Source: an optimization exercise on an open RTL-to-GDS flow (aim: small area, a short achievable clock period and few clock cycles per item). Production flows keep margins and buffers that such runs may drop. Function was not checked in any run shown here: the RTL went through the layout flow alone.

`design/flow/config.mk`:
```
export PLATFORM = sky130hd
export DESIGN_NAME = ydl_angle_engine
export DESIGN_NICKNAME = ydl_angle_engine
export VERILOG_FILES = /design/flow/design.v
export SDC_FILE = /design/flow/constraint.sdc
export NUM_CORES = 4
export LEC_CHECK = 0
export CAP_MARGIN = 20
export CORE_MARGIN = 2
export CORE_UTILIZATION = 40
export SLEW_MARGIN = 20
```
`design/flow/constraint.sdc`:
```
create_clock -name core_clock -period 12.0 [get_ports {clk}]
set_input_delay 2.4000 -clock core_clock [delete_from_list [all_inputs] [get_ports {clk}]]
set_output_delay 2.4000 -clock core_clock [all_outputs]
set_load 0.01 [all_outputs]
```
`design/flow/design.v`:
```
module ydl_corr_cordic (
    input  wire          clk,
    input  wire          rst,
    input  wire          en,
    input  wire          in_v,
    input  wire [25:0]   in_pay,
    input  wire [13:0]   in_d,
    input  wire [20:0]   in_z,
    input  wire          in_conv,
    output wire          out_v,
    output wire [25:0]   out_pay,
    output wire [20:0]   out_z,
    output wire [15:0]   out_ang
);
    reg [3:0] sh;
    always @(*) begin
        casez (in_d)
            14'b1?????????????: sh = 4'd0;
            14'b01????????????: sh = 4'd1;
            14'b001???????????: sh = 4'd2;
            14'b0001??????????: sh = 4'd3;
            14'b00001?????????: sh = 4'd4;
            14'b000001????????: sh = 4'd5;
            14'b0000001???????: sh = 4'd6;
            14'b00000001??????: sh = 4'd7;
            14'b000000001?????: sh = 4'd8;
            14'b0000000001????: sh = 4'd9;
            14'b00000000001???: sh = 4'd9;
            14'b000000000001??: sh = 4'd9;
            14'b0000000000001?: sh = 4'd9;
            14'b00000000000001: sh = 4'd9;
            default: sh = 4'd9;
        endcase
    end
    wire        dz = (in_d == 14'd0);
    wire [13:0] dn = in_d << sh;
    reg  [17:0] k1, k2;
    always @(*) begin
        case ({dz, sh})
            5'd0: begin k1 = 18'd147; k2 = 18'd195; end
            5'd1: begin k1 = 18'd294; k2 = 18'd390; end
            5'd2: begin k1 = 18'd588; k2 = 18'd780; end
            5'd3: begin k1 = 18'd1176; k2 = 18'd1560; end
            5'd4: begin k1 = 18'd2352; k2 = 18'd3121; end
            5'd5: begin k1 = 18'd4705; k2 = 18'd6241; end
            5'd6: begin k1 = 18'd9409; k2 = 18'd12482; end
            5'd7: begin k1 = 18'd18819; k2 = 18'd24965; end
            5'd8: begin k1 = 18'd37638; k2 = 18'd49930; end
            5'd9: begin k1 = 18'd75275; k2 = 18'd99859; end
            default: begin k1 = 18'd78499; k2 = 18'd202970; end
        endcase
    end
    wire [17:0] x_s0 = {1'b0, dn, 3'd0} + k1;
    wire [17:0] y_s0 = k2 - {1'b0, dn, 3'd0};
    reg [17:0] x_r0;
    reg [17:0] y_r0;
    reg [20:0] z_r0;
    reg [0:0] conv_r0;
    reg [25:0] pay_r0;
    always @(posedge clk) if (en) begin x_r0 <= x_s0; y_r0 <= y_s0; z_r0 <= in_z; conv_r0 <= in_conv; pay_r0 <= in_pay; end
    reg v_r0;
    always @(posedge clk) if (rst) v_r0 <= 1'b0; else if (en) v_r0 <= in_v;
    wire n1 = y_r0[17];
    wire signed [23:0] ye1 = $signed(y_r0);
    wire signed [23:0] xe1 = {6'd0, x_r0};
    wire signed [23:0] xs1 = xe1 >>> 1;
    wire signed [23:0] ys1 = ye1 >>> 1;
    wire [24:0] yc1 = {ye1, 1'b1} + {xs1 ^ {24{~n1}}, ~n1};
    wire [23:0] yn1 = yc1[24:1];
    wire [24:0] xc1 = {xe1, 1'b1} + {ys1 ^ {24{n1}}, n1};
    wire [23:0] xn1 = xc1[24:1];
    wire [17:0] x_i1 = xn1[17:0];
    wire [17:0] y_i1 = yn1[17:0];
    wire n2 = y_i1[17];
    wire signed [23:0] ye2 = $signed(y_i1);
    wire signed [23:0] xe2 = {6'd0, x_i1};
    wire signed [23:0] xs2 = xe2 >>> 2;
    wire signed [23:0] ys2 = ye2 >>> 2;
    wire [24:0] yc2 = {ye2, 1'b1} + {xs2 ^ {24{~n2}}, ~n2};
    wire [23:0] yn2 = yc2[24:1];
    wire [24:0] xc2 = {xe2, 1'b1} + {ys2 ^ {24{n2}}, n2};
    wire [23:0] xn2 = xc2[24:1];
    wire [17:0] x_i2 = xn2[17:0];
    wire [16:0] y_i2 = yn2[16:0];
    reg [17:0] x_r2;
    reg [16:0] y_r2;
    reg [20:0] z_r2;
    reg [0:0] conv_r2;
    reg [25:0] pay_r2;
    always @(posedge clk) if (en) begin x_r2 <= x_i2; y_r2 <= y_i2; z_r2 <= z_r0; conv_r2 <= conv_r0; pay_r2 <= pay_r0; end
    reg v_r2;
    always @(posedge clk) if (rst) v_r2 <= 1'b0; else if (en) v_r2 <= v_r0;
    reg p1_r2; always @(posedge clk) if (en) p1_r2 <= ~n1;
    reg p2_r2; always @(posedge clk) if (en) p2_r2 <= ~n2;
    wire [21:0] cv_m = z_r2[14:0] * 22'd91;
    wire [21:0] z_cm = conv_r2 ? cv_m : {1'b0, z_r2};
    wire n3 = y_r2[16];
    wire signed [23:0] ye3 = $signed(y_r2);
    wire signed [23:0] xe3 = {6'd0, x_r2};
    wire signed [23:0] xs3 = xe3 >>> 3;
    wire signed [23:0] ys3 = ye3 >>> 3;
    wire [24:0] yc3 = {ye3, 1'b1} + {xs3 ^ {24{~n3}}, ~n3};
    wire [23:0] yn3 = yc3[24:1];
    wire [24:0] xc3 = {xe3, 1'b1} + {ys3 ^ {24{n3}}, n3};
    wire [23:0] xn3 = xc3[24:1];
    wire [17:0] x_i3 = xn3[17:0];
    wire [15:0] y_i3 = yn3[15:0];
    wire n4 = y_i3[15];
    wire signed [23:0] ye4 = $signed(y_i3);
    wire signed [23:0] xe4 = {6'd0, x_i3};
    wire signed [23:0] xs4 = xe4 >>> 4;
    wire signed [23:0] ys4 = ye4 >>> 4;
    wire [24:0] yc4 = {ye4, 1'b1} + {xs4 ^ {24{~n4}}, ~n4};
    wire [23:0] yn4 = yc4[24:1];
    wire [24:0] xc4 = {xe4, 1'b1} + {ys4 ^ {24{n4}}, n4};
    wire [23:0] xn4 = xc4[24:1];
    wire [17:0] x_i4 = xn4[17:0];
    wire [14:0] y_i4 = yn4[14:0];
    reg [17:0] x_r4;
    reg [14:0] y_r4;
    reg [21:0] z_r4;
    reg [0:0] conv_r4;
    reg [25:0] pay_r4;
    always @(posedge clk) if (en) begin x_r4 <= x_i4; y_r4 <= y_i4; z_r4 <= z_cm; conv_r4 <= conv_r2; pay_r4 <= pay_r2; end
    reg v_r4;
    always @(posedge clk) if (rst) v_r4 <= 1'b0; else if (en) v_r4 <= v_r2;
    reg p1_r4; always @(posedge clk) if (en) p1_r4 <= p1_r2;
    reg p2_r4; always @(posedge clk) if (en) p2_r4 <= p2_r2;
    reg p3_r4; always @(posedge clk) if (en) p3_r4 <= ~n3;
    reg p4_r4; always @(posedge clk) if (en) p4_r4 <= ~n4;
    wire [21:0] cv_m2 = z_r4;
    wire [20:0] cv_t = cv_m2[20:0] + {11'd0, cv_m2[21:12]} + 21'd23;
    wire [20:0] z_cv = conv_r4 ? cv_t : z_r4[20:0];
    wire n5 = y_r4[14];
    wire signed [23:0] ye5 = $signed(y_r4);
    wire signed [23:0] xe5 = {6'd0, x_r4};
    wire signed [23:0] xs5 = xe5 >>> 5;
    wire signed [23:0] ys5 = ye5 >>> 5;
    wire [24:0] yc5 = {ye5, 1'b1} + {xs5 ^ {24{~n5}}, ~n5};
    wire [23:0] yn5 = yc5[24:1];
    wire [24:0] xc5 = {xe5, 1'b1} + {ys5 ^ {24{n5}}, n5};
    wire [23:0] xn5 = xc5[24:1];
    wire [17:0] x_i5 = xn5[17:0];
    wire [13:0] y_i5 = yn5[13:0];
    wire n6 = y_i5[13];
    wire signed [23:0] ye6 = $signed(y_i5);
    wire signed [23:0] xe6 = {6'd0, x_i5};
    wire signed [23:0] xs6 = xe6 >>> 6;
    wire signed [23:0] ys6 = ye6 >>> 6;
    wire [24:0] yc6 = {ye6, 1'b1} + {xs6 ^ {24{~n6}}, ~n6};
    wire [23:0] yn6 = yc6[24:1];
    wire [24:0] xc6 = {xe6, 1'b1} + {ys6 ^ {24{n6}}, n6};
    wire [23:0] xn6 = xc6[24:1];
    wire [17:0] x_i6 = xn6[17:0];
    wire [12:0] y_i6 = yn6[12:0];
    reg [17:0] x_r6;
    reg [12:0] y_r6;
    reg [20:0] z_r6;
    reg [25:0] pay_r6;
    always @(posedge clk) if (en) begin x_r6 <= x_i6; y_r6 <= y_i6; z_r6 <= z_cv; pay_r6 <= pay_r4; end
    reg v_r6;
    always @(posedge clk) if (rst) v_r6 <= 1'b0; else if (en) v_r6 <= v_r4;
    reg p1_r6; always @(posedge clk) if (en) p1_r6 <= p1_r4;
    reg p2_r6; always @(posedge clk) if (en) p2_r6 <= p2_r4;
    reg p3_r6; always @(posedge clk) if (en) p3_r6 <= p3_r4;
    reg p4_r6; always @(posedge clk) if (en) p4_r6 <= p4_r4;
    reg p5_r6; always @(posedge clk) if (en) p5_r6 <= ~n5;
    reg p6_r6; always @(posedge clk) if (en) p6_r6 <= ~n6;
    wire n7 = y_r6[12];
    wire signed [23:0] ye7 = $signed(y_r6);
    wire signed [23:0] xe7 = {6'd0, x_r6};
    wire signed [23:0] xs7 = xe7 >>> 7;
    wire signed [23:0] ys7 = ye7 >>> 7;
    wire [24:0] yc7 = {ye7, 1'b1} + {xs7 ^ {24{~n7}}, ~n7};
    wire [23:0] yn7 = yc7[24:1];
    wire [11:0] y_i7 = yn7[11:0];
    wire n8 = y_i7[11];
    wire signed [23:0] ye8 = $signed(y_i7);
    wire signed [23:0] xe8 = {6'd0, x_r6};
    wire signed [23:0] xs8 = xe8 >>> 8;
    wire signed [23:0] ys8 = ye8 >>> 8;
    wire [24:0] yc8 = {ye8, 1'b1} + {xs8 ^ {24{~n8}}, ~n8};
    wire [23:0] yn8 = yc8[24:1];
    wire [10:0] y_i8 = yn8[10:0];
    reg [17:0] x_r8;
    reg [10:0] y_r8;
    reg [20:0] z_r8;
    reg [25:0] pay_r8;
    always @(posedge clk) if (en) begin x_r8 <= x_r6; y_r8 <= y_i8; z_r8 <= z_r6; pay_r8 <= pay_r6; end
    reg v_r8;
    always @(posedge clk) if (rst) v_r8 <= 1'b0; else if (en) v_r8 <= v_r6;
    reg p1_r8; always @(posedge clk) if (en) p1_r8 <= p1_r6;
    reg p2_r8; always @(posedge clk) if (en) p2_r8 <= p2_r6;
    reg p3_r8; always @(posedge clk) if (en) p3_r8 <= p3_r6;
    reg p4_r8; always @(posedge clk) if (en) p4_r8 <= p4_r6;
    reg p5_r8; always @(posedge clk) if (en) p5_r8 <= p5_r6;
    reg p6_r8; always @(posedge clk) if (en) p6_r8 <= p6_r6;
    reg p7_r8; always @(posedge clk) if (en) p7_r8 <= ~n7;
    reg p8_r8; always @(posedge clk) if (en) p8_r8 <= ~n8;
    wire n9 = y_r8[10];
    wire signed [23:0] ye9 = $signed(y_r8);
    wire signed [23:0] xe9 = {6'd0, x_r8};
    wire signed [23:0] xs9 = xe9 >>> 9;
    wire signed [23:0] ys9 = ye9 >>> 9;
    wire [24:0] yc9 = {ye9, 1'b1} + {xs9 ^ {24{~n9}}, ~n9};
    wire [23:0] yn9 = yc9[24:1];
    wire [9:0] y_i9 = yn9[9:0];
    wire n10 = y_i9[9];
    wire signed [23:0] ye10 = $signed(y_i9);
    wire signed [23:0] xe10 = {6'd0, x_r8};
    wire signed [23:0] xs10 = xe10 >>> 10;
    wire signed [23:0] ys10 = ye10 >>> 10;
    wire [24:0] yc10 = {ye10, 1'b1} + {xs10 ^ {24{~n10}}, ~n10};
    wire [23:0] yn10 = yc10[24:1];
    wire [8:0] y_i10 = yn10[8:0];
    reg [17:0] x_r10;
    reg [8:0] y_r10;
    reg [20:0] z_r10;
    reg [25:0] pay_r10;
    always @(posedge clk) if (en) begin x_r10 <= x_r8; y_r10 <= y_i10; z_r10 <= z_r8; pay_r10 <= pay_r8; end
    reg v_r10;
    always @(posedge clk) if (rst) v_r10 <= 1'b0; else if (en) v_r10 <= v_r8;
    reg p1_r10; always @(posedge clk) if (en) p1_r10 <= p1_r8;
    reg p2_r10; always @(posedge clk) if (en) p2_r10 <= p2_r8;
    reg p3_r10; always @(posedge clk) if (en) p3_r10 <= p3_r8;
    reg p4_r10; always @(posedge clk) if (en) p4_r10 <= p4_r8;
    reg p5_r10; always @(posedge clk) if (en) p5_r10 <= p5_r8;
    reg p6_r10; always @(posedge clk) if (en) p6_r10 <= p6_r8;
    reg p7_r10; always @(posedge clk) if (en) p7_r10 <= p7_r8;
    reg p8_r10; always @(posedge clk) if (en) p8_r10 <= p8_r8;
    reg p9_r10; always @(posedge clk) if (en) p9_r10 <= ~n9;
    reg p10_r10; always @(posedge clk) if (en) p10_r10 <= ~n10;
    wire n11 = y_r10[8];
    wire signed [23:0] ye11 = $signed(y_r10);
    wire signed [23:0] xe11 = {6'd0, x_r10};
    wire signed [23:0] xs11 = xe11 >>> 11;
    wire signed [23:0] ys11 = ye11 >>> 11;
    wire [24:0] yc11 = {ye11, 1'b1} + {xs11 ^ {24{~n11}}, ~n11};
    wire [23:0] yn11 = yc11[24:1];
    wire [7:0] y_i11 = yn11[7:0];
    wire n12 = y_i11[7];
    wire signed [23:0] ye12 = $signed(y_i11);
    wire signed [23:0] xe12 = {6'd0, x_r10};
    wire signed [23:0] xs12 = xe12 >>> 12;
    wire signed [23:0] ys12 = ye12 >>> 12;
    wire [24:0] yc12 = {ye12, 1'b1} + {xs12 ^ {24{~n12}}, ~n12};
    wire [23:0] yn12 = yc12[24:1];
    wire [6:0] y_i12 = yn12[6:0];
    reg [17:0] x_r12;
    reg [6:0] y_r12;
    reg [20:0] z_r12;
    reg [25:0] pay_r12;
    always @(posedge clk) if (en) begin x_r12 <= x_r10; y_r12 <= y_i12; z_r12 <= z_r10; pay_r12 <= pay_r10; end
    reg v_r12;
    always @(posedge clk) if (rst) v_r12 <= 1'b0; else if (en) v_r12 <= v_r10;
    reg p1_r12; always @(posedge clk) if (en) p1_r12 <= p1_r10;
    reg p2_r12; always @(posedge clk) if (en) p2_r12 <= p2_r10;
    reg p3_r12; always @(posedge clk) if (en) p3_r12 <= p3_r10;
    reg p4_r12; always @(posedge clk) if (en) p4_r12 <= p4_r10;
    reg p5_r12; always @(posedge clk) if (en) p5_r12 <= p5_r10;
    reg p6_r12; always @(posedge clk) if (en) p6_r12 <= p6_r10;
    reg p7_r12; always @(posedge clk) if (en) p7_r12 <= p7_r10;
    reg p8_r12; always @(posedge clk) if (en) p8_r12 <= p8_r10;
    reg p9_r12; always @(posedge clk) if (en) p9_r12 <= p9_r10;
    reg p10_r12; always @(posedge clk) if (en) p10_r12 <= p10_r10;
    reg p11_r12; always @(posedge clk) if (en) p11_r12 <= ~n11;
    reg p12_r12; always @(posedge clk) if (en) p12_r12 <= ~n12;
    wire n13 = y_r12[6];
    wire signed [23:0] ye13 = $signed(y_r12);
    wire signed [23:0] xe13 = {6'd0, x_r12};
    wire signed [23:0] xs13 = xe13 >>> 13;
    wire signed [23:0] ys13 = ye13 >>> 13;
    wire [24:0] yc13 = {ye13, 1'b1} + {xs13 ^ {24{~n13}}, ~n13};
    wire [23:0] yn13 = yc13[24:1];
    wire [5:0] y_i13 = yn13[5:0];
    wire n14 = y_i13[5];
    wire signed [23:0] ye14 = $signed(y_i13);
    wire signed [23:0] xe14 = {6'd0, x_r12};
    wire signed [23:0] xs14 = xe14 >>> 14;
    wire signed [23:0] ys14 = ye14 >>> 14;
    wire [24:0] yc14 = {ye14, 1'b1} + {xs14 ^ {24{~n14}}, ~n14};
    wire [23:0] yn14 = yc14[24:1];
    wire [4:0] y_i14 = yn14[4:0];
    reg [4:0] y_r14;
    reg [20:0] z_r14;
    reg [25:0] pay_r14;
    always @(posedge clk) if (en) begin y_r14 <= y_i14; z_r14 <= z_r12; pay_r14 <= pay_r12; end
    reg v_r14;
    always @(posedge clk) if (rst) v_r14 <= 1'b0; else if (en) v_r14 <= v_r12;
    reg p1_r14; always @(posedge clk) if (en) p1_r14 <= p1_r12;
    reg p2_r14; always @(posedge clk) if (en) p2_r14 <= p2_r12;
    reg p3_r14; always @(posedge clk) if (en) p3_r14 <= p3_r12;
    reg p4_r14; always @(posedge clk) if (en) p4_r14 <= p4_r12;
    reg p5_r14; always @(posedge clk) if (en) p5_r14 <= p5_r12;
    reg p6_r14; always @(posedge clk) if (en) p6_r14 <= p6_r12;
    reg p7_r14; always @(posedge clk) if (en) p7_r14 <= p7_r12;
    reg p8_r14; always @(posedge clk) if (en) p8_r14 <= p8_r12;
    reg p9_r14; always @(posedge clk) if (en) p9_r14 <= p9_r12;
    reg p10_r14; always @(posedge clk) if (en) p10_r14 <= p10_r12;
    reg p11_r14; always @(posedge clk) if (en) p11_r14 <= p11_r12;
    reg p12_r14; always @(posedge clk) if (en) p12_r14 <= p12_r12;
    reg p13_r14; always @(posedge clk) if (en) p13_r14 <= ~n13;
    reg p14_r14; always @(posedge clk) if (en) p14_r14 <= ~n14;
    wire n15 = y_r14[4];
    wire tb1_s = z_r14[1] ^ p1_r14 ^ p2_r14;
    wire tb1_c = (z_r14[1] & p1_r14) | (z_r14[1] & p2_r14) | (p1_r14 & p2_r14);
    wire tb2_s = z_r14[2] ^ p2_r14 ^ p3_r14;
    wire tb2_c = (z_r14[2] & p2_r14) | (z_r14[2] & p3_r14) | (p2_r14 & p3_r14);
    wire tb3_s = p4_r14 ^ p5_r14 ^ p6_r14;
    wire tb3_c = (p4_r14 & p5_r14) | (p4_r14 & p6_r14) | (p5_r14 & p6_r14);
    wire tb4_s = z_r14[3] ^ p2_r14 ^ p6_r14;
    wire tb4_c = (z_r14[3] & p2_r14) | (z_r14[3] & p6_r14) | (p2_r14 & p6_r14);
    wire tb5_s = z_r14[4] ^ 1'b1 ^ p5_r14;
    wire tb5_c = (z_r14[4] & 1'b1) | (z_r14[4] & p5_r14) | (1'b1 & p5_r14);
    wire tb6_s = p6_r14 ^ p8_r14;
    wire tb6_c = p6_r14 & p8_r14;
    wire tb7_s = z_r14[5] ^ p5_r14 ^ p6_r14;
    wire tb7_c = (z_r14[5] & p5_r14) | (z_r14[5] & p6_r14) | (p5_r14 & p6_r14);
    wire tb8_s = p7_r14 ^ p8_r14;
    wire tb8_c = p7_r14 & p8_r14;
    wire tb9_s = z_r14[6] ^ 1'b1 ^ p2_r14;
    wire tb9_c = (z_r14[6] & 1'b1) | (z_r14[6] & p2_r14) | (1'b1 & p2_r14);
    wire tb10_s = p3_r14 ^ p4_r14 ^ p5_r14;
    wire tb10_c = (p3_r14 & p4_r14) | (p3_r14 & p5_r14) | (p4_r14 & p5_r14);
    wire tb11_s = p7_r14 ^ p11_r14;
    wire tb11_c = p7_r14 & p11_r14;
    wire tb12_s = z_r14[7] ^ p2_r14 ^ p4_r14;
    wire tb12_c = (z_r14[7] & p2_r14) | (z_r14[7] & p4_r14) | (p2_r14 & p4_r14);
    wire tb13_s = p6_r14 ^ p10_r14;
    wire tb13_c = p6_r14 & p10_r14;
    wire tb14_s = z_r14[8] ^ 1'b1 ^ p1_r14;
    wire tb14_c = (z_r14[8] & 1'b1) | (z_r14[8] & p1_r14) | (1'b1 & p1_r14);
    wire tb15_s = tb1_s ^ p5_r14 ^ p6_r14;
    wire tb15_c = (tb1_s & p5_r14) | (tb1_s & p6_r14) | (p5_r14 & p6_r14);
    wire tb16_s = tb1_c ^ tb2_s ^ tb3_s;
    wire tb16_c = (tb1_c & tb2_s) | (tb1_c & tb3_s) | (tb2_s & tb3_s);
    wire tb17_s = p10_r14 ^ p11_r14;
    wire tb17_c = p10_r14 & p11_r14;
    wire tb18_s = tb2_c ^ tb3_c ^ tb4_s;
    wire tb18_c = (tb2_c & tb3_c) | (tb2_c & tb4_s) | (tb3_c & tb4_s);
    wire tb19_s = p9_r14 ^ p10_r14 ^ p14_r14;
    wire tb19_c = (p9_r14 & p10_r14) | (p9_r14 & p14_r14) | (p10_r14 & p14_r14);
    wire tb20_s = tb4_c ^ tb5_s ^ tb6_s;
    wire tb20_c = (tb4_c & tb5_s) | (tb4_c & tb6_s) | (tb5_s & tb6_s);
    wire tb21_s = p9_r14 ^ p13_r14 ^ ~n15;
    wire tb21_c = (p9_r14 & p13_r14) | (p9_r14 & ~n15) | (p13_r14 & ~n15);
    wire tb22_s = tb5_c ^ tb6_c ^ tb7_s;
    wire tb22_c = (tb5_c & tb6_c) | (tb5_c & tb7_s) | (tb6_c & tb7_s);
    wire tb23_s = tb8_s ^ p12_r14 ^ p14_r14;
    wire tb23_c = (tb8_s & p12_r14) | (tb8_s & p14_r14) | (p12_r14 & p14_r14);
    wire tb24_s = tb7_c ^ tb8_c ^ tb9_s;
    wire tb24_c = (tb7_c & tb8_c) | (tb7_c & tb9_s) | (tb8_c & tb9_s);
    wire tb25_s = tb10_s ^ tb11_s ^ p13_r14;
    wire tb25_c = (tb10_s & tb11_s) | (tb10_s & p13_r14) | (tb11_s & p13_r14);
    wire tb26_s = tb9_c ^ tb10_c ^ tb11_c;
    wire tb26_c = (tb9_c & tb10_c) | (tb9_c & tb11_c) | (tb10_c & tb11_c);
    wire tb27_s = tb12_s ^ tb13_s ^ p12_r14;
    wire tb27_c = (tb12_s & tb13_s) | (tb12_s & p12_r14) | (tb13_s & p12_r14);
    wire tb28_s = tb12_c ^ tb13_c ^ tb14_s;
    wire tb28_c = (tb12_c & tb13_c) | (tb12_c & tb14_s) | (tb13_c & tb14_s);
    wire tb29_s = p5_r14 ^ p9_r14 ^ p11_r14;
    wire tb29_c = (p5_r14 & p9_r14) | (p5_r14 & p11_r14) | (p9_r14 & p11_r14);
    wire tb30_s = tb14_c ^ z_r14[9] ^ p2_r14;
    wire tb30_c = (tb14_c & z_r14[9]) | (tb14_c & p2_r14) | (z_r14[9] & p2_r14);
    wire tb31_s = p4_r14 ^ p8_r14 ^ p10_r14;
    wire tb31_c = (p4_r14 & p8_r14) | (p4_r14 & p10_r14) | (p8_r14 & p10_r14);
    wire tb32_s = z_r14[10] ^ p2_r14 ^ p3_r14;
    wire tb32_c = (z_r14[10] & p2_r14) | (z_r14[10] & p3_r14) | (p2_r14 & p3_r14);
    wire tb33_s = p7_r14 ^ p9_r14;
    wire tb33_c = p7_r14 & p9_r14;
    wire tb34_s = z_r14[11] ^ 1'b1 ^ p1_r14;
    wire tb34_c = (z_r14[11] & 1'b1) | (z_r14[11] & p1_r14) | (1'b1 & p1_r14);
    wire tb35_s = p2_r14 ^ p6_r14 ^ p8_r14;
    wire tb35_c = (p2_r14 & p6_r14) | (p2_r14 & p8_r14) | (p6_r14 & p8_r14);
    wire tb36_s = z_r14[12] ^ p1_r14 ^ p2_r14;
    wire tb36_c = (z_r14[12] & p1_r14) | (z_r14[12] & p2_r14) | (p1_r14 & p2_r14);
    wire tb37_s = p5_r14 ^ p7_r14;
    wire tb37_c = p5_r14 & p7_r14;
    wire tb38_s = z_r14[13] ^ 1'b1 ^ p1_r14;
    wire tb38_c = (z_r14[13] & 1'b1) | (z_r14[13] & p1_r14) | (1'b1 & p1_r14);
    wire tb39_s = p2_r14 ^ p4_r14 ^ p6_r14;
    wire tb39_c = (p2_r14 & p4_r14) | (p2_r14 & p6_r14) | (p4_r14 & p6_r14);
    wire tb40_s = z_r14[14] ^ 1'b1 ^ p2_r14;
    wire tb40_c = (z_r14[14] & 1'b1) | (z_r14[14] & p2_r14) | (1'b1 & p2_r14);
    wire tb41_s = p3_r14 ^ p5_r14;
    wire tb41_c = p3_r14 & p5_r14;
    wire tb42_s = z_r14[15] ^ p1_r14;
    wire tb42_c = z_r14[15] & p1_r14;
    wire tb43_s = tb15_s ^ p11_r14;
    wire tb43_c = tb15_s & p11_r14;
    wire tb44_s = tb15_c ^ tb16_s ^ tb17_s;
    wire tb44_c = (tb15_c & tb16_s) | (tb15_c & tb17_s) | (tb16_s & tb17_s);
    wire tb45_s = tb16_c ^ tb17_c ^ tb18_s;
    wire tb45_c = (tb16_c & tb17_c) | (tb16_c & tb18_s) | (tb17_c & tb18_s);
    wire tb46_s = tb18_c ^ tb19_c ^ tb20_s;
    wire tb46_c = (tb18_c & tb19_c) | (tb18_c & tb20_s) | (tb19_c & tb20_s);
    wire tb47_s = tb20_c ^ tb21_c ^ tb22_s;
    wire tb47_c = (tb20_c & tb21_c) | (tb20_c & tb22_s) | (tb21_c & tb22_s);
    wire tb48_s = tb22_c ^ tb23_c ^ tb24_s;
    wire tb48_c = (tb22_c & tb23_c) | (tb22_c & tb24_s) | (tb23_c & tb24_s);
    wire tb49_s = tb24_c ^ tb25_c ^ tb26_s;
    wire tb49_c = (tb24_c & tb25_c) | (tb24_c & tb26_s) | (tb25_c & tb26_s);
    wire tb50_s = tb26_c ^ tb27_c ^ tb28_s;
    wire tb50_c = (tb26_c & tb27_c) | (tb26_c & tb28_s) | (tb27_c & tb28_s);
    wire tb51_s = tb28_c ^ tb29_c ^ tb30_s;
    wire tb51_c = (tb28_c & tb29_c) | (tb28_c & tb30_s) | (tb29_c & tb30_s);
    wire tb52_s = tb30_c ^ tb31_c ^ tb32_s;
    wire tb52_c = (tb30_c & tb31_c) | (tb30_c & tb32_s) | (tb31_c & tb32_s);
    wire tb53_s = tb32_c ^ tb33_c ^ tb34_s;
    wire tb53_c = (tb32_c & tb33_c) | (tb32_c & tb34_s) | (tb33_c & tb34_s);
    wire tb54_s = tb34_c ^ tb35_c ^ tb36_s;
    wire tb54_c = (tb34_c & tb35_c) | (tb34_c & tb36_s) | (tb35_c & tb36_s);
    wire tb55_s = tb36_c ^ tb37_c ^ tb38_s;
    wire tb55_c = (tb36_c & tb37_c) | (tb36_c & tb38_s) | (tb37_c & tb38_s);
    wire tb56_s = tb38_c ^ tb39_c ^ tb40_s;
    wire tb56_c = (tb38_c & tb39_c) | (tb38_c & tb40_s) | (tb39_c & tb40_s);
    wire tb57_s = tb40_c ^ tb41_c ^ tb42_s;
    wire tb57_c = (tb40_c & tb41_c) | (tb40_c & tb42_s) | (tb41_c & tb42_s);
    wire tb58_s = tb42_c ^ z_r14[16];
    wire tb58_c = tb42_c & z_r14[16];
    wire tb59_s = z_r14[17] ^ 1'b1;
    wire tb59_c = z_r14[17] & 1'b1;
    wire tb60_s = z_r14[18] ^ 1'b1;
    wire tb60_c = z_r14[18] & 1'b1;
    wire tb61_s = tb43_s ^ p12_r14;
    wire tb61_c = tb43_s & p12_r14;
    wire tb62_s = tb43_c ^ tb44_s ^ ~n15;
    wire tb62_c = (tb43_c & tb44_s) | (tb43_c & ~n15) | (tb44_s & ~n15);
    wire tb63_s = tb44_c ^ tb45_s ^ tb19_s;
    wire tb63_c = (tb44_c & tb45_s) | (tb44_c & tb19_s) | (tb45_s & tb19_s);
    wire tb64_s = tb45_c ^ tb46_s ^ tb21_s;
    wire tb64_c = (tb45_c & tb46_s) | (tb45_c & tb21_s) | (tb46_s & tb21_s);
    wire tb65_s = tb46_c ^ tb47_s ^ tb23_s;
    wire tb65_c = (tb46_c & tb47_s) | (tb46_c & tb23_s) | (tb47_s & tb23_s);
    wire tb66_s = tb47_c ^ tb48_s ^ tb25_s;
    wire tb66_c = (tb47_c & tb48_s) | (tb47_c & tb25_s) | (tb48_s & tb25_s);
    wire tb67_s = tb48_c ^ tb49_s ^ tb27_s;
    wire tb67_c = (tb48_c & tb49_s) | (tb48_c & tb27_s) | (tb49_s & tb27_s);
    wire tb68_s = tb49_c ^ tb50_s ^ tb29_s;
    wire tb68_c = (tb49_c & tb50_s) | (tb49_c & tb29_s) | (tb50_s & tb29_s);
    wire tb69_s = tb50_c ^ tb51_s ^ tb31_s;
    wire tb69_c = (tb50_c & tb51_s) | (tb50_c & tb31_s) | (tb51_s & tb31_s);
    wire tb70_s = tb51_c ^ tb52_s ^ tb33_s;
    wire tb70_c = (tb51_c & tb52_s) | (tb51_c & tb33_s) | (tb52_s & tb33_s);
    wire tb71_s = tb52_c ^ tb53_s ^ tb35_s;
    wire tb71_c = (tb52_c & tb53_s) | (tb52_c & tb35_s) | (tb53_s & tb35_s);
    wire tb72_s = tb53_c ^ tb54_s ^ tb37_s;
    wire tb72_c = (tb53_c & tb54_s) | (tb53_c & tb37_s) | (tb54_s & tb37_s);
    wire tb73_s = tb54_c ^ tb55_s ^ tb39_s;
    wire tb73_c = (tb54_c & tb55_s) | (tb54_c & tb39_s) | (tb55_s & tb39_s);
    wire tb74_s = tb55_c ^ tb56_s ^ tb41_s;
    wire tb74_c = (tb55_c & tb56_s) | (tb55_c & tb41_s) | (tb56_s & tb41_s);
    wire tb75_s = tb56_c ^ tb57_s ^ p4_r14;
    wire tb75_c = (tb56_c & tb57_s) | (tb56_c & p4_r14) | (tb57_s & p4_r14);
    wire tb76_s = tb57_c ^ tb58_s ^ p3_r14;
    wire tb76_c = (tb57_c & tb58_s) | (tb57_c & p3_r14) | (tb58_s & p3_r14);
    wire tb77_s = tb58_c ^ tb59_s ^ p2_r14;
    wire tb77_c = (tb58_c & tb59_s) | (tb58_c & p2_r14) | (tb59_s & p2_r14);
    wire tb78_s = tb59_c ^ tb60_s ^ p1_r14;
    wire tb78_c = (tb59_c & tb60_s) | (tb59_c & p1_r14) | (tb60_s & p1_r14);
    wire tb79_s = tb60_c ^ z_r14[19] ^ 1'b1;
    wire tb79_c = (tb60_c & z_r14[19]) | (tb60_c & 1'b1) | (z_r14[19] & 1'b1);
    wire tb80_s = z_r14[20] ^ 1'b1;
    wire tb80_c = z_r14[20] & 1'b1;
    wire [20:0] z_sum = {tb79_c, tb78_c, tb77_c, tb76_c, tb75_c, tb74_c, tb73_c, tb72_c, tb71_c, tb70_c, tb69_c, tb68_c, tb67_c, tb66_c, tb65_c, tb64_c, tb63_c, tb62_c, tb61_c, tb61_s, z_r14[0]} + {tb80_s, tb79_s, tb78_s, tb77_s, tb76_s, tb75_s, tb74_s, tb73_s, tb72_s, tb71_s, tb70_s, tb69_s, tb68_s, tb67_s, tb66_s, tb65_s, tb64_s, tb63_s, tb62_s, p13_r14, 1'b0};
    reg  [20:0] z_q;
    reg  [25:0] pay_q;
    reg         v_q;
    always @(posedge clk) if (en) begin z_q <= z_sum; pay_q <= pay_r14; end
    always @(posedge clk) if (rst) v_q <= 1'b0; else if (en) v_q <= v_r14;
    assign out_z = z_q;
    assign out_pay = pay_q;
    assign out_v = v_q;
    wire m81_s = z_q[5] ^ z_q[3];
    wire m81_c = z_q[5] & z_q[3];
    wire m82_s = z_q[6] ^ z_q[4] ^ z_q[3];
    wire m82_c = (z_q[6] & z_q[4]) | (z_q[6] & z_q[3]) | (z_q[4] & z_q[3]);
    wire m83_s = z_q[7] ^ z_q[5] ^ z_q[4];
    wire m83_c = (z_q[7] & z_q[5]) | (z_q[7] & z_q[4]) | (z_q[5] & z_q[4]);
    wire m84_s = z_q[8] ^ z_q[6] ^ z_q[5];
    wire m84_c = (z_q[8] & z_q[6]) | (z_q[8] & z_q[5]) | (z_q[6] & z_q[5]);
    wire m85_s = z_q[9] ^ z_q[7] ^ z_q[6];
    wire m85_c = (z_q[9] & z_q[7]) | (z_q[9] & z_q[6]) | (z_q[7] & z_q[6]);
    wire m86_s = z_q[10] ^ z_q[8] ^ z_q[7];
    wire m86_c = (z_q[10] & z_q[8]) | (z_q[10] & z_q[7]) | (z_q[8] & z_q[7]);
    wire m87_s = z_q[11] ^ z_q[9] ^ z_q[8];
    wire m87_c = (z_q[11] & z_q[9]) | (z_q[11] & z_q[8]) | (z_q[9] & z_q[8]);
    wire m88_s = z_q[12] ^ z_q[10] ^ z_q[9];
    wire m88_c = (z_q[12] & z_q[10]) | (z_q[12] & z_q[9]) | (z_q[10] & z_q[9]);
    wire m89_s = z_q[13] ^ z_q[11] ^ z_q[10];
    wire m89_c = (z_q[13] & z_q[11]) | (z_q[13] & z_q[10]) | (z_q[11] & z_q[10]);
    wire m90_s = z_q[14] ^ z_q[12] ^ z_q[11];
    wire m90_c = (z_q[14] & z_q[12]) | (z_q[14] & z_q[11]) | (z_q[12] & z_q[11]);
    wire m91_s = z_q[15] ^ z_q[13] ^ z_q[12];
    wire m91_c = (z_q[15] & z_q[13]) | (z_q[15] & z_q[12]) | (z_q[13] & z_q[12]);
    wire m92_s = z_q[16] ^ z_q[14] ^ z_q[13];
    wire m92_c = (z_q[16] & z_q[14]) | (z_q[16] & z_q[13]) | (z_q[14] & z_q[13]);
    wire m93_s = z_q[17] ^ z_q[15] ^ z_q[14];
    wire m93_c = (z_q[17] & z_q[15]) | (z_q[17] & z_q[14]) | (z_q[15] & z_q[14]);
    wire m94_s = z_q[18] ^ z_q[16] ^ z_q[15];
    wire m94_c = (z_q[18] & z_q[16]) | (z_q[18] & z_q[15]) | (z_q[16] & z_q[15]);
    wire m95_s = z_q[19] ^ z_q[17] ^ z_q[16];
    wire m95_c = (z_q[19] & z_q[17]) | (z_q[19] & z_q[16]) | (z_q[17] & z_q[16]);
    wire m96_s = z_q[20] ^ z_q[18] ^ z_q[17];
    wire m96_c = (z_q[20] & z_q[18]) | (z_q[20] & z_q[17]) | (z_q[18] & z_q[17]);
    wire m97_s = z_q[19] ^ z_q[18];
    wire m97_c = z_q[19] & z_q[18];
    wire m98_s = z_q[20] ^ z_q[19];
    wire m98_c = z_q[20] & z_q[19];
    wire m99_s = z_q[3] ^ z_q[1];
    wire m99_c = z_q[3] & z_q[1];
    wire m100_s = z_q[4] ^ z_q[2] ^ z_q[1];
    wire m100_c = (z_q[4] & z_q[2]) | (z_q[4] & z_q[1]) | (z_q[2] & z_q[1]);
    wire m101_s = m81_s ^ z_q[2] ^ z_q[0];
    wire m101_c = (m81_s & z_q[2]) | (m81_s & z_q[0]) | (z_q[2] & z_q[0]);
    wire m102_s = m81_c ^ m82_s ^ z_q[1];
    wire m102_c = (m81_c & m82_s) | (m81_c & z_q[1]) | (m82_s & z_q[1]);
    wire m103_s = m82_c ^ m83_s ^ z_q[2];
    wire m103_c = (m82_c & m83_s) | (m82_c & z_q[2]) | (m83_s & z_q[2]);
    wire m104_s = m83_c ^ m84_s ^ z_q[3];
    wire m104_c = (m83_c & m84_s) | (m83_c & z_q[3]) | (m84_s & z_q[3]);
    wire m105_s = m84_c ^ m85_s ^ z_q[4];
    wire m105_c = (m84_c & m85_s) | (m84_c & z_q[4]) | (m85_s & z_q[4]);
    wire m106_s = m85_c ^ m86_s ^ z_q[5];
    wire m106_c = (m85_c & m86_s) | (m85_c & z_q[5]) | (m86_s & z_q[5]);
    wire m107_s = m86_c ^ m87_s ^ z_q[6];
    wire m107_c = (m86_c & m87_s) | (m86_c & z_q[6]) | (m87_s & z_q[6]);
    wire m108_s = m87_c ^ m88_s ^ z_q[7];
    wire m108_c = (m87_c & m88_s) | (m87_c & z_q[7]) | (m88_s & z_q[7]);
    wire m109_s = m88_c ^ m89_s ^ z_q[8];
    wire m109_c = (m88_c & m89_s) | (m88_c & z_q[8]) | (m89_s & z_q[8]);
    wire m110_s = m89_c ^ m90_s ^ z_q[9];
    wire m110_c = (m89_c & m90_s) | (m89_c & z_q[9]) | (m90_s & z_q[9]);
    wire m111_s = m90_c ^ m91_s ^ z_q[10];
    wire m111_c = (m90_c & m91_s) | (m90_c & z_q[10]) | (m91_s & z_q[10]);
    wire m112_s = m91_c ^ m92_s ^ z_q[11];
    wire m112_c = (m91_c & m92_s) | (m91_c & z_q[11]) | (m92_s & z_q[11]);
    wire m113_s = m92_c ^ m93_s ^ z_q[12];
    wire m113_c = (m92_c & m93_s) | (m92_c & z_q[12]) | (m93_s & z_q[12]);
    wire m114_s = m93_c ^ m94_s ^ z_q[13];
    wire m114_c = (m93_c & m94_s) | (m93_c & z_q[13]) | (m94_s & z_q[13]);
    wire m115_s = m94_c ^ m95_s ^ z_q[14];
    wire m115_c = (m94_c & m95_s) | (m94_c & z_q[14]) | (m95_s & z_q[14]);
    wire m116_s = m95_c ^ m96_s ^ z_q[15];
    wire m116_c = (m95_c & m96_s) | (m95_c & z_q[15]) | (m96_s & z_q[15]);
    wire m117_s = m96_c ^ m97_s ^ z_q[16];
    wire m117_c = (m96_c & m97_s) | (m96_c & z_q[16]) | (m97_s & z_q[16]);
    wire m118_s = m97_c ^ m98_s ^ z_q[17];
    wire m118_c = (m97_c & m98_s) | (m97_c & z_q[17]) | (m98_s & z_q[17]);
    wire m119_s = m98_c ^ z_q[20] ^ z_q[18];
    wire m119_c = (m98_c & z_q[20]) | (m98_c & z_q[18]) | (z_q[20] & z_q[18]);
    wire [26:0] m45 = {1'b0, z_q[20], m119_c, m118_c, m117_c, m116_c, m115_c, m114_c, m113_c, m112_c, m111_c, m110_c, m109_c, m108_c, m107_c, m106_c, m105_c, m104_c, m103_c, m102_c, m101_c, m100_c, m99_c, m99_s, z_q[2], z_q[1], z_q[0]} + {1'b0, 1'b0, z_q[19], m119_s, m118_s, m117_s, m116_s, m115_s, m114_s, m113_s, m112_s, m111_s, m110_s, m109_s, m108_s, m107_s, m106_s, m105_s, m104_s, m103_s, m102_s, m101_s, m100_s, z_q[0], z_q[0], 1'b0, 1'b0};
    assign out_ang = m45[26:11];
endmodule
module ydl_angle_engine (
    input  wire        clk,
    input  wire        rst,
    input  wire        hdr_valid,
    output wire        hdr_ready,
    input  wire [15:0] hdr_start_code,
    input  wire [15:0] hdr_end_code,
    input  wire [7:0]  hdr_count,
    input  wire [13:0] hdr_dist_first,
    input  wire [13:0] hdr_dist_last,
    input  wire        smp_valid,
    output wire        smp_ready,
    input  wire [23:0] smp_raw,
    output wire        out_valid,
    input  wire        out_ready,
    output reg  [15:0] out_angle,
    output reg  [13:0] out_dist,
    output reg  [9:0]  out_intensity,
    output reg         out_last
);
    localparam [2:0] W_IDLE = 3'd0,   
                     W_S0   = 3'd1,   
                     W_S1   = 3'd2,   
                     W_WT   = 3'd3,   
                     W_DIV  = 3'd4,   
                     W_DONE = 3'd5;   
    reg        out_v;
    wire       en = ~out_v | out_ready;
    assign out_valid = out_v;
    reg  [2:0]  w_st;
    reg  [3:0]  w_cnt;
    reg  [7:0]  w_dv;               
    reg         w_nb, w_nd;         
    reg  [20:0] w_f;                
    reg  [25:0] w_q;                
    reg  [7:0]  w_r;
    reg         p_v, p_conv;
    reg  [20:0] p_f;
    reg  [7:0]  p_n;
    reg  [25:0] p_step;
    reg         e_act, e_conv;
    reg  [7:0]  e_rem;
    reg  [25:0] e_acc, e_step;
    wire        w_bub = w_nb & ((w_st == W_S0) | (w_st == W_S1));
    assign hdr_ready = (w_st == W_DONE) & ~p_v;
    assign smp_ready = en & e_act & ~w_bub;
    wire        hdr_take = hdr_valid & hdr_ready;
    wire        smp_take = smp_valid & smp_ready;
    wire        e_last = (e_rem == 8'd1);
    wire        p_to_e = p_v & (~e_act | (smp_take & e_last));
    reg         r0_v, r0_b, r0_last, r0_conv;
    reg  [13:0] r0_d;
    reg  [9:0]  r0_int;
    reg  [20:0] r0_z;
    always @(posedge clk) begin
        if (rst)
            r0_v <= 1'b0;
        else if (en)
            r0_v <= w_bub | smp_take;
    end
    always @(posedge clk) begin
        if (en) begin
            if (w_bub) begin
                r0_b    <= 1'b1;
                r0_last <= (w_st == W_S1);
                r0_conv <= 1'b1;
                r0_d    <= (w_st == W_S0) ? hdr_dist_first : hdr_dist_last;
                r0_z    <= {6'd0, (w_st == W_S0) ? hdr_start_code[15:1] : hdr_end_code[15:1]};
                r0_int  <= 10'd0;
            end else begin
                r0_b    <= 1'b0;
                r0_last <= e_last;
                r0_conv <= e_conv;
                r0_d    <= smp_raw[23:10];
                r0_int  <= smp_raw[9:0];
                r0_z    <= e_acc[25:5];
            end
        end
    end
    wire        x_v;
    wire [25:0] x_pay;
    wire [20:0] x_z;
    wire [15:0] x_ang;
    ydl_corr_cordic u_corr (
        .clk    (clk),
        .rst    (rst),
        .en     (en),
        .in_v   (r0_v),
        .in_pay ({r0_b, r0_last, r0_int, r0_d}),
        .in_d   (r0_d),
        .in_z   (r0_z),
        .in_conv(r0_conv),
        .out_v  (x_v),
        .out_pay(x_pay),
        .out_z  (x_z),
        .out_ang(x_ang)
    );
    wire        x_b    = x_pay[25];
    wire        x_last = x_pay[24];
    wire [9:0]  x_int  = x_pay[23:14];
    wire [13:0] x_d    = x_pay[13:0];
    wire        res_v  = x_v & ~x_b;
    always @(posedge clk) begin
        if (rst)
            out_v <= 1'b0;
        else if (en)
            out_v <= res_v;
    end
    always @(posedge clk) begin
        if (en & res_v) begin
            out_angle     <= x_ang;
            out_dist      <= x_d;
            out_intensity <= x_int;
            out_last      <= x_last;
        end
    end
    wire [8:0]  dv  = {1'b0, w_dv};
    wire [8:0]  r2a = {w_r, w_q[25]};
    wire        gea = (r2a >= dv);
    wire [7:0]  ra  = gea ? r2a[7:0] - w_dv : r2a[7:0];
    wire [8:0]  r2b = {ra, w_q[24]};
    wire        geb = (r2b >= dv);
    wire [7:0]  rb  = geb ? r2b[7:0] - w_dv : r2b[7:0];
    wire        xb_en = en & x_v & x_b;
    wire [20:0] span = x_z - w_f;
    always @(posedge clk) begin
        if (rst) begin
            w_st <= W_IDLE;
        end else begin
            case (w_st)
                W_IDLE: if (hdr_valid) begin
                    w_dv <= hdr_count - 8'd1;
                    w_nb <= (hdr_count > 8'd1);
                    w_nd <= (hdr_count > 8'd2);
                    w_st <= W_S0;
                end
                W_S0: begin
                    if (~w_nb)
                        w_st <= W_DONE;
                    else if (en)
                        w_st <= W_S1;
                end
                W_S1: if (en) w_st <= W_WT;
                W_WT: if (xb_en) begin
                    if (~x_last)
                        w_f <= x_z;
                    else begin
                        w_q   <= {span, 5'd0};
                        w_r   <= 8'd0;
                        w_cnt <= 4'd0;
                        w_st  <= w_nd ? W_DIV : W_DONE;
                    end
                end
                W_DIV: begin
                    w_q   <= {w_q[23:0], gea, geb};
                    w_r   <= rb;
                    w_cnt <= w_cnt + 4'd1;
                    if (w_cnt == 4'd12)
                        w_st <= W_DONE;
                end
                W_DONE: if (hdr_valid & ~p_v) w_st <= W_IDLE;
                default: w_st <= W_IDLE;
            endcase
        end
    end
    always @(posedge clk) begin
        if (rst)
            p_v <= 1'b0;
        else if (hdr_take)
            p_v <= 1'b1;
        else if (p_to_e)
            p_v <= 1'b0;
    end
    always @(posedge clk) begin
        if (hdr_take) begin
            p_conv <= ~w_nb;
            p_f    <= w_nb ? w_f : {6'd0, hdr_start_code[15:1]};
            p_n    <= hdr_count;
            p_step <= w_q;
        end
    end
    always @(posedge clk) begin
        if (rst)
            e_act <= 1'b0;
        else if (p_to_e)
            e_act <= 1'b1;
        else if (smp_take & e_last)
            e_act <= 1'b0;
    end
    always @(posedge clk) begin
        if (p_to_e) begin
            e_conv <= p_conv;
            e_rem  <= p_n;
            e_acc  <= {p_f, 5'd0};
            e_step <= p_step;
        end else if (smp_take) begin
            e_rem  <= e_rem - 8'd1;
            e_acc  <= e_acc + e_step;
        end
    end
endmodule
```
`design/flow/run.sh`:
```
#!/bin/bash
# synth_recipe.tcl (not shown) runs the flow's synth.tcl, then flattens the netlist and writes it again
# the make line also repeats each setting of config.mk as NAME=value (left out here)
make -C /OpenROAD-flow-scripts/flow DESIGN_CONFIG=/design/flow/config.mk WORK_HOME=/design/flow/orfs CLKGATE_MAP_FILE= SYNTH_SCRIPT=/design/flow/synth_recipe.tcl finish
```
==> results.yml, run 1 <==
outcome:
  status: "no timing/DRC/antenna violations"
clocking:
  clk_latency_ns: 0.70
  cts_sinks: 951
  path_clk_slew_ns: 0.06
  h-tree-depth: 3
  cts_hold_buf: 0
  numCtsBuffers: 103
  post_cts_buffers: 0
  cts_tree: "built"
  cts_resized: 0
  clock-root-buffer: "clkbuf_16"
  clockBufferDepth: 3
critical_path:
  crit_family: "buffers and inverters"
  cp_max_fo: 145
  cp.arrival_ns: 4.64
  required_ns: 9.60
  critPathMostFrequentCell: "clkdlybuf4s50_1"
  criticalPathCategory: "in2out"
  worstSetupStartpointType: "input pin"
  cp-end-kind: "output port"
  max_stage_delay_ns: 0.62
  cp_slowest_cell: "inv_8"
  path_cells: "clkdlybuf4s50_1 > nor2b_1 > buf_4 > inv_8 > and3_1 > clkdlybuf4s50_1"
  path_buf_inv: 4
cells_and_area:
  multi_input_comb_area_sq_um: 25290
  layout_commonest_cell: "edfxtp_1"
  mostFrequentLayoutCells: "edfxtp_1 (930), ha_1 (451), xnor2_1 (398), inv_1 (388), nor2_1 (285)"
  final_nets: 5496
  syn2layout_area_growth_pct: 12.73
  stdcell_area_sq_um: 62380
  drive_above_1_share_pct: 5.836
  fill_cells: 12380
  regArea_sq_um: 28350
  diodes: 0
yosys:
  synth_seq_cells: 951
  ys_types: 90
  avgSynthCellArea_sq_um: 11.98
  syn_nets: 5303
  synth-edff-count: 930
  syn_area_sq_um: 55330
  ys_warn_count: 2
  synth_ff_type: "edfxtp_1"
  netlist_instances: 4620
  synthArstFlopShare_pct: 0
  synth_seq_area_share_pct: 51.23
detailed_routing:
  vias: 34050
  wire_per_inst_microns: 17.01
  firstDrtPassIters: 6
  drt-initial-drc-count: 2187
  viasPerCell: 5.086
  drc_errors: 0
  antenna_left: 0
  drt_wl_total_microns: 113900
floorplanning:
  dieArea_sq_um: 141300
  num_rows: 136
  ios: 141
  start_util_pct: 40.29
  die_w_microns: 375.9
  die_h_microns: 375.9
  placeableCoreArea_sq_um: 137300
sta:
  tns_ns: 0
  setup_viol: 0
  clock.fmax_mhz: 142.0
  maxSlewHeadroom_pct: 25.65
  finClkSkew_ns: 0.03903
  fin_crit_ns: 7.041
  worstMarginPinSlew_ns: 1.115
  whs_ns: 0.3875
  slew_viol_final: 0
  hold_viol_final: 0
  finalCritPeriodShare_pct: 58.67
  rsz0062_at_grt: "false"
  setup_slack_ns: 4.959
place:
  io_buffers: 138
  dpl-instance-area_sq_um: 59010
  dpl_worst_slack_ns: 4.907
  place_congestion: 0.8687
  hpwl_microns: 84260
worst_hold_path:
  worstHoldPathType: "reg2reg"
global_route:
  grt_max_degree: 186
  antenna_found_initial: 7
  grt_use_total_pct: 16.16
  grt_pass1_wl_microns: 182700
  gr-total-overflow: 0
  grt_pass1_vias: 33700
flow_run:
  drv_cap: 0
==> per-layer routing <==
metal  global-route usage (%)  part of all wire [%]  up-vias
li1                         -                     -    17020
met1                    22.61                    48    16330
met2                    26.46                    46      557
met3                    2.122                   3.5      145
met4                    4.213                   2.3        0
met5                        0                     0        -
==> sequential cells by signal, summed over array words and instances (netlist names), 22 cells and up <==
| name | count |
|---|---|
| e_acc | 26 |
| e_step | 26 |
| p_step | 26 |
| u_corr.pay_q | 26 |
| u_corr.pay_r0 | 26 |
| u_corr.pay_r10 | 26 |
| u_corr.pay_r12 | 26 |
| u_corr.pay_r14 | 26 |
| u_corr.pay_r2 | 26 |
| u_corr.pay_r4 | 26 |
| u_corr.pay_r6 | 26 |
| u_corr.pay_r8 | 26 |
| w_q | 26 |
| u_corr.z_r4 | 22 |
==> area by class of cell <==
class,instances,area share [%]
Clock buffer,119,4.244
Clock inverter,74,1.123
Inverter,393,2.377
Multi-Input combinational cell,3195,40.55
Sequential cell,951,45.45
Tap cell,1794,3.599
Timing Repair Buffer,169,2.660
==> kinds of logic (layout without fill, tap and decap cells) <==
group	count (synthesis)	in the layout	synth area share, %
buffers and inverters	474	755	3.234
DFF	951	951	51.23
xor gates and xnor gates	594	594	9.402
adders and majority gates	591	591	15.17
muxes	97	97	1.843
AOI/OAI and AO/OA	892	892	10.35
and+or+nand+nor	1021	1021	8.774
==> per-stage QoR <==
stage | utilization [%] | instances
after global routing | 45.42 | 6695
final | 45.42 | 6695
after floorplan | - | 4620
after detailed placement | 42.97 | 6502
after CTS | 45.41 | 6695
after global placement | 42.95 | 6501
==> Yosys cell counts (all sizes together) (23+ instances only) <==
cell / count / area, sq um
xor2: 194 / 1699
nand2b: 52 / 325.3
nor2b: 47 / 294.0
mux2i: 58 / 580.6
and3: 35 / 219.0
or3: 24 / 150.1
nor2: 287 / 1077
and2: 41 / 256.5
o21bai: 29 / 217.7
xnor2: 400 / 3503
nor3: 87 / 435.4
nand3: 70 / 350.3
inv: 392 / 1471
ha: 451 / 5643
nand2: 284 / 1066
mux2: 39 / 439.2
a31oi: 37 / 231.5
clkbuf: 60 / 225.2
fa: 135 / 2703
o21ai: 215 / 1087
a21boi: 23 / 172.7
a21o: 114 / 855.8
edfxtp: 930 / 27930
a21oi: 246 / 1235
o21a: 58 / 435.4
a211oi: 30 / 230.2
==> path summary, 6_finish.rpt <==
kind                                      start         endpoint  slack [ns]  depth (start not counted)
worst min register to register     u_corr.p5_r8    u_corr.p5_r10        0.39                          0
worst max register to register  u_corr.y_r0[17]  u_corr.x_r2[17]        5.39                         25
worst max-delay path                  out_ready        smp_ready        4.96                          6
worst min-delay path               u_corr.p5_r8    u_corr.p5_r10        0.39                          0
==> run 2: changes to the inputs <==
--- a/design/flow/config.mk
+++ b/design/flow/config.mk
@@ -7,2 +7,3 @@
 export LEC_CHECK = 0
+export ABC_CLOCK_PERIOD_IN_PS = 4500
 export CAP_MARGIN = 20
==> run 2 against run 1 <==
Still clean. Die area stayed put. First-iteration DRC count stayed put. Core utilization stayed put. Highest routed layer unchanged.
==> results.yml, run 2 <==
critical_path:
  required_ns: 9.60
  cp.arrival_ns: 4.64
  cp-end-kind: "output port"
  r2r_cells: 25
  criticalPathCategory: "in2out"
  reg2reg_to: "u_corr.x_r2[17]"
  cp_slowest_cell: "inv_8"
  worstReg2RegStart: "u_corr.y_r0[17]"
  max_stage_delay_ns: 0.62
  path_cells: "clkdlybuf4s50_1 > nor2b_1 > buf_4 > inv_8 > and3_1 > clkdlybuf4s50_1"
  critPathMostFrequentCell: "clkdlybuf4s50_1"
  ff2ff_setup_slack_ns: 5.39
  worstSetupStartpointType: "input pin"
  cp_max_fo: 145
sta:
  tns_ns: 0
  hold_viol_final: 0
  fin_crit_ns: 7.041
  rsz0062_at_grt: "false"
  clock.fmax_mhz: 142.0
  finClkSkew_ns: 0.03903
  maxSlewHeadroom_pct: 25.65
  finalCritPeriodShare_pct: 58.67
  worstMarginPinSlew_ns: 1.115
  setup_viol: 0
  slew_viol_final: 0
worst_hold_path:
  hp-start: "u_corr.p5_r8"
  hold_depth: 0
  worstHoldPathType: "reg2reg"
  hold_path_end: "u_corr.p5_r10"
yosys:
  synth_seq_cells: 951
  synth_compound_area_share_pct: 10.35
  yosysTopAreaCell: "edfxtp_1"
  synthSimpleGateAreaFrac_pct: 8.774
  syn_nets: 5303
  synth-edff-count: 930
  synth_top_family_by_area: "adder cells"
  yosys.area.top_type_share_pct: 50.47
  synthArstFlopShare_pct: 0
  yosys.area_share.adder_pct: 15.17
  synth_ff_type: "edfxtp_1"
  avgSynthCellArea_sq_um: 11.98
  ys_warn_count: 2
  synthTopCellsByCount: "edfxtp_1 (930), ha_1 (451), xnor2_1 (400), inv_1 (389), nor2_1 (287)"
  ys_types: 90
  syn_area_sq_um: 55330
  synth.most_common_cell: "edfxtp_1"
  synth_seq_area_share_pct: 51.23
  synth_xor_xnor_area_share_pct: 9.402
  synth_mux_area_share_pct: 1.843
  synth_area_leaders: "edfxtp_1 (50%), ha_1 (10%), xnor2_1 (6.3%)"
  netlist_instances: 4620
global_route:
  grt_max_degree: 186
  antenna_found_initial: 7
  gr-total-overflow: 0
  grt_pass1_vias: 33700
  grt_pass1_wl_microns: 182700
  grt_use_total_pct: 16.16
cells_and_area:
  final_nets: 5496
  layout_commonest_cell: "edfxtp_1"
  utilization_pct: 45.42
  mostFrequentLayoutCells: "edfxtp_1 (930), ha_1 (451), xnor2_1 (398), inv_1 (388), nor2_1 (285)"
  drive_above_1_share_pct: 5.836
  syn2layout_area_growth_pct: 12.73
  diodes: 0
clocking:
  cts_resized: 0
  clockBufferDepth: 3
  clk_latency_ns: 0.70
  post_cts_buffers: 0
  numCtsBuffers: 103
  clock-root-buffer: "clkbuf_16"
  h-tree-depth: 3
  cts_tree: "built"
  cts_sinks: 951
  path_clk_slew_ns: 0.06
  cts_hold_buf: 0
outcome:
  status: "no timing/DRC/antenna violations"
detailed_routing:
  vias: 34050
  drt_wl_total_microns: 113900
  viasPerCell: 5.086
  drt-initial-drc-count: 2187
  drc_errors: 0
  firstDrtPassIters: 6
  wire_per_inst_microns: 17.01
  antenna_left: 0
place:
  io_buffers: 138
  place_congestion: 0.8687
  hpwl_microns: 84260
floorplanning:
  die_h_microns: 375.9
  num_rows: 136
  placeableCoreArea_sq_um: 137300
  die_w_microns: 375.9
  start_util_pct: 40.29
  ios: 141
  dieArea_sq_um: 141300
flow_run:
  drv_cap: 0
==> run 2: cell families after synthesis <==
kind of cell,count (synthesis)
simple gates,1021
flops,951
compound gates,892
xor+xnor,594
fa+ha+maj,591
buf+inv,474
mux,97
==> run 2: metal layers <==
layer / GRT usage, % / up-vias / wire length [microns]
li1: - / 17020 / -
met1: 22.61 / 16330 / 54450
met2: 26.46 / 557 / 52780
met3: 2.122 / 145 / 4000
met4: 4.213 / 0 / 2637
met5: 0 / - / 0
==> run 2: critical path: cells and delay by family <==
family	cells	cell delay, ns
buffers and inverters	4	1.82
AND/OR/NAND/NOR	2	0.38
==> run 2: worst max-delay path by stage <==
stage | cells after the start | slack [ns] | start | to
after floorplan | 3 | 0.41 | out_ready | r0_b
after global routing | 6 | 4.78 | out_ready | smp_ready
after detailed placement | 6 | 4.91 | out_ready | smp_ready
final | 6 | 4.96 | out_ready | smp_ready
after CTS | 6 | 4.90 | out_ready | smp_ready
after global placement | 6 | 4.92 | out_ready | smp_ready
==> run 2: cell type report <==
cell class                      instances  area, sq um
Fill cell                           12380        74950
Inverter                              393         1483
Timing Repair Buffer                  169         1659
Tap cell                             1794         2245
Sequential cell                       951        28350
Multi-Input combinational cell       3195        25290
Clock inverter                         74        700.7
Clock buffer                          119         2648
==> run 2: through the flow <==
step	hold slack (ns)	setup slack (ns)	area (sq um)	cells
2_1_floorplan	0.4003	0.4097	55330	4620
3_3_place_gp	0.4001	4.922	58980	6501
3_5_place_dp	0.4045	4.907	59010	6502
4_1_cts	0.3866	4.905	62360	6695
5_1_grt	0.3903	4.782	62380	6695
6_report	0.3875	4.959	62380	6695

[separate check: timing with driven ports]
Ports are ideal in the flow. The routed layouts listed here were re-timed in OpenROAD.
Step 1, drivers: a clkbuf_16 drives clk and a buf_2 each remaining input, both assumed.
Step 2 adds t to the input delays and takes it off the output delays; t is the mean of the earliest and latest rising clock arrival at the registers after step 1. Input paths then give back, and output paths get back, about the clock's delay inside the block.
a / b / c = ideal / step 1 / step 2; a / b = the first two.
run | shift t [ns] | setup slack, ns | clock arrival spread, ns | slew at the worst register clock pin (ns) | worst data-port slew with drivers (ns)
run 1 | 0.751 | 4.959 / 4.929 / 4.929 | 0.042 / 0.042 | 0.07 / 0.07 | 0.07
run 2 | 0.751 | 4.959 / 4.929 / 4.929 | 0.042 / 0.042 | 0.07 / 0.07 | 0.07
After both steps every run listed still meets setup and hold.
